This is an optimization exercise on Yosys and OpenROAD, whose aim is small area, a short achievable clock period and few clock cycles per item, not a production implementation.
Where RTL was checked, it was by simulation tests only, not by an equivalence proof against the original.
Power and IR drop assume default switching activity.

## red
// chi_md5
module chi_md5 (
    input  wire         clk,
    input  wire         rst,           
    input  wire         in_valid,
    output wire         in_ready,
    input  wire         in_first,
    input  wire [511:0] in_block,      
    output reg          out_valid,
    output wire [127:0] out_digest     
);
==> module chi_md5, before the edit <==
module chi_md5 (
    input  wire         clk,
    input  wire         rst,           
    input  wire         in_valid,
    output wire         in_ready,
    input  wire         in_first,
    input  wire [511:0] in_block,      
    output reg          out_valid,
    output wire [127:0] out_digest     
);
    localparam [31:0] IV_A = 32'h67452301;
    localparam [31:0] IV_B = 32'hefcdab89;
    localparam [31:0] IV_C = 32'h98badcfe;
    localparam [31:0] IV_D = 32'h10325476;
    localparam [2047:0] K_TAB = {
        32'heb86d391, 32'h2ad7d2bb, 32'hbd3af235, 32'hf7537e82,
        32'h4e0811a1, 32'ha3014314, 32'hfe2ce6e0, 32'h6fa87e4f,
        32'h85845dd1, 32'hffeff47d, 32'h8f0ccc92, 32'h655b59c3,
        32'hfc93a039, 32'hab9423a7, 32'h432aff97, 32'hf4292244,
        32'hc4ac5665, 32'h1fa27cf8, 32'he6db99e5, 32'hd9d4d039,
        32'h04881d05, 32'hd4ef3085, 32'heaa127fa, 32'h289b7ec6,
        32'hbebfbc70, 32'hf6bb4b60, 32'h4bdecfa9, 32'ha4beea44,
        32'hfde5380c, 32'h6d9d6122, 32'h8771f681, 32'hfffa3942,
        32'h8d2a4c8a, 32'h676f02d9, 32'hfcefa3f8, 32'ha9e3e905,
        32'h455a14ed, 32'hf4d50d87, 32'hc33707d6, 32'h21e1cde6,
        32'he7d3fbc8, 32'hd8a1e681, 32'h02441453, 32'hd62f105d,
        32'he9b6c7aa, 32'h265e5a51, 32'hc040b340, 32'hf61e2562,
        32'h49b40821, 32'ha679438e, 32'hfd987193, 32'h6b901122,
        32'h895cd7be, 32'hffff5bb1, 32'h8b44f7af, 32'h698098d8,
        32'hfd469501, 32'ha8304613, 32'h4787c62a, 32'hf57c0faf,
        32'hc1bdceee, 32'h242070db, 32'he8c7b756, 32'hd76aa478
    };
    localparam [31:0] RI_TAB = 32'h56e801bf;
    localparam [255:0] G_TAB = 256'h92b4d6f81a3c5e702fc9630da741eb85c72d83e94fa50b61fedcba9876543210;
    reg  [31:0] b, c, d;           
    reg  [31:0] fu, fv;            
    reg  [31:0] q0, q1, q2, q3;    
    reg  [31:0] t;                 
    reg  [31:0] mw;                
    reg  [5:0]  cnt;               
    reg  [1:0]  ri;                
    reg  [1:0]  rv;                
    reg         run;               
    reg         fin;               
    reg         pend;              
    reg         fst;               
    reg         fcur;              
    reg         ivc;               
    assign out_digest = {q1, q2, q3, q0};
    assign in_ready   = run && (cnt == 6'd62);   
    wire start = pend && !run;                   
    wire [5:0] cnt_nx = run ? ((cnt == 6'd0) ? 6'd0 : cnt + 6'd1) : (start ? 6'd1 : cnt);
    reg  [3:0] gn;                                 
    wire [3:0] g = run ? ((cnt == 6'd0) ? 4'd0 : gn) : {3'b000, start};
    wire [5:0] cnt_nx1 = cnt_nx + 6'd1;
    wire [31:0] kval  = K_TAB[{cnt, 5'b00000} +: 32];
    wire [31:0] mw_nx = in_block[{g, 5'b00000} +: 32];
    wire [31:0] asrc  = run ? d : (fst ? IV_A : (fin ? q1 : q0));
    wire [31:0] t_nx  = asrc + kval + mw;
    wire [31:0] f   = (b & fu) | (~b & fv);
    wire [31:0] sum = f + t;
    reg  [31:0] r1, r2;
    always @(*) begin
        case (ri)
            2'd0:    r1 = {sum[27:0], sum[31:28]};
            2'd1:    r1 = {sum[26:0], sum[31:27]};
            2'd2:    r1 = {sum[25:0], sum[31:26]};
            default: r1 = {sum[24:0], sum[31:25]};
        endcase
        case (rv)
            2'd0:    r2 = r1;
            2'd1:    r2 = {r1[26:0], r1[31:27]};
            2'd2:    r2 = {r1[21:0], r1[31:22]};
            default: r2 = {r1[15:0], r1[31:16]};
        endcase
    end
    wire [31:0] x = b + r2;
    wire        tail = fin || (run && (cnt == 6'd62 || cnt == 6'd63 || cnt == 6'd0));
    reg  [31:0] ivw;
    always @(*) begin
        casez ({fin, cnt[1:0]})
            3'b010:  ivw = IV_A;    
            3'b011:  ivw = IV_D;    
            3'b0??:  ivw = IV_C;    
            default: ivw = IV_B;    
        endcase
    end
    wire [31:0] hop  = fcur ? ivw : q0;
    wire [31:0] hsum = hop + b;
    wire        ld_iv = start && fst;
    wire [31:0] b_nx  = run ? x : (ld_iv ? IV_B : (fin ? hsum : q3));
    wire [31:0] c_nx  = run ? b : (ld_iv ? IV_C : (fin ? q3 : c));
    wire [31:0] d_nx  = run ? c : (ld_iv ? IV_D : (fin ? q2 : d));
    reg  [31:0] fu_nx, fv_nx;
    always @(*) begin
        case (cnt[5:4])
            2'd0:    begin fu_nx = c_nx;            fv_nx = d_nx;            end   
            2'd1:    begin fu_nx = c_nx | d_nx;     fv_nx = c_nx & ~d_nx;    end   
            2'd2:    begin fu_nx = ~(c_nx ^ d_nx);  fv_nx = c_nx ^ d_nx;     end   
            default: begin fu_nx = ~c_nx;           fv_nx = ~(c_nx ^ d_nx);  end   
        endcase
    end
    always @(posedge clk) begin
        ri   <= RI_TAB[{cnt[5:4], cnt[1:0], 1'b0} +: 2];
        rv   <= cnt[1:0];
        t    <= t_nx;
        cnt  <= rst ? 6'd0 : cnt_nx;
        mw   <= mw_nx;
        gn   <= G_TAB[{cnt_nx1, 2'b00} +: 4];
        c    <= c_nx;
        d    <= d_nx;
        fu   <= fu_nx;
        fv   <= fv_nx;
        if (tail) begin
            q0 <= q1;  q1 <= q2;  q2 <= q3;  q3 <= hsum;
        end
        b    <= b_nx;
        if (rst) begin
            run       <= 1'b0;
            fin       <= 1'b0;
            pend      <= 1'b0;
            out_valid <= 1'b0;
            ivc       <= 1'b1;
        end else begin
            out_valid <= fin;
            fin       <= run && (cnt == 6'd0);
            if (run) begin
                if (cnt == 6'd0) run <= 1'b0;
            end else if (start) begin
                run  <= 1'b1;
                pend <= 1'b0;
                fcur <= fst;
            end
            if (in_valid && !pend && (run ? (cnt == 6'd0) : !start)) begin
                pend <= 1'b1;
                fst  <= in_first || ivc;
                ivc  <= 1'b0;
            end
        end
    end
endmodule
export LEC_CHECK = 0
export ABC_AREA = 1
export CAP_MARGIN = 20
export CORE_MARGIN = 2
export CORE_UTILIZATION = 40
export SLEW_MARGIN = 20
create_clock -name core_clock -period 13.0 [get_ports {clk}]
standard.sh (not shown) runs the stock make flow with config.mk's settings and CLKGATE_MAP_FILE= SYNTH_SCRIPT=/design/flow/synth_recipe.tcl, a recipe that flattens the netlist after the stock synthesis.
==> flow/flow/run.sh <==
#!/bin/bash
set -euo pipefail
export BUFFER_PORTS_ARGS="-buffer_cell sky130_fd_sc_hd__buf_1"
export SETUP_SLACK_MARGIN=7.5
bash standard.sh > standard.log 2>&1
red finished all stages; the layout is clean.
Testbench counts of red, summed over its fixed seeds: cycles 219,066, blocks 3,370.
The inputs of blue differ from those of red as listed below.
--- a/flow/design.v
+++ b/flow/design.v
@@ -88,7 +88,6 @@
     wire [31:0] hop  = fcur ? ivw : q0;
     wire [31:0] hsum = hop + b;
     wire        ld_iv = start && fst;
-    wire [31:0] b_nx  = run ? x : (ld_iv ? IV_B : (fin ? hsum : q3));
     wire [31:0] c_nx  = run ? b : (ld_iv ? IV_C : (fin ? q3 : c));
     wire [31:0] d_nx  = run ? c : (ld_iv ? IV_D : (fin ? q2 : d));
     reg  [31:0] fu_nx, fv_nx;
@@ -114,7 +113,9 @@
         if (tail) begin
             q0 <= q1;  q1 <= q2;  q2 <= q3;  q3 <= hsum;
         end
-        b    <= b_nx;
+        if (run)        b <= x;
+        else if (ld_iv) b <= IV_B;
+        else if (fin)   b <= hsum;
         if (rst) begin
             run       <= 1'b0;
             fin       <= 1'b0;
## What came out
- blue closes out successfully: all stages finished, all timing, DRC and antenna checks passed.
- blue against red: width of the chip neither gained nor lost much, sequential share of layout area shows no meaningful change, synthesized cell count lost 36, growth of design area from synthesis to finish rose by 2.9 points.
- Compared with red, blue shows a higher routed wire length.
- blue vs red: number of clock-tree buffers in the layout up by a few percent
- Looking at proportion of power drawn by combinational gates across red and blue, the one that comes out higher is red.
- Compared with red, blue shows placer congestion estimate lower by 0.054.
- Final cell count of red is on par with blue.
- blue reports a higher finished layout cell area than red does.
No functional check of the RTL was part of blue.

port drivers added, routing unchanged:
The results above use ideal ports. As a check the final layouts listed here were re-extracted and re-timed, cells and wires unchanged. Step 1 assumes that a clkbuf_16 drives the clock port and a buf_2 every other input. Step 2, shift: input delay + t, output delay - t, t = (earliest + latest rising clock arrival at the registers) / 2. This alone moves slack from input paths to output paths. Three values: no drivers, after step 1, after step 2; two values: the first two.
run | t (ns) | slack for setup (ns) | worst setup path after step 2 | pins driven straight from the clock port
red | 0.650 | 7.629 / 7.629 / 7.629 | register to register | 1
blue | 0.653 | 7.606 / 7.606 / 7.606 | register to register | 1
After both steps setup and hold are still met in every run listed.
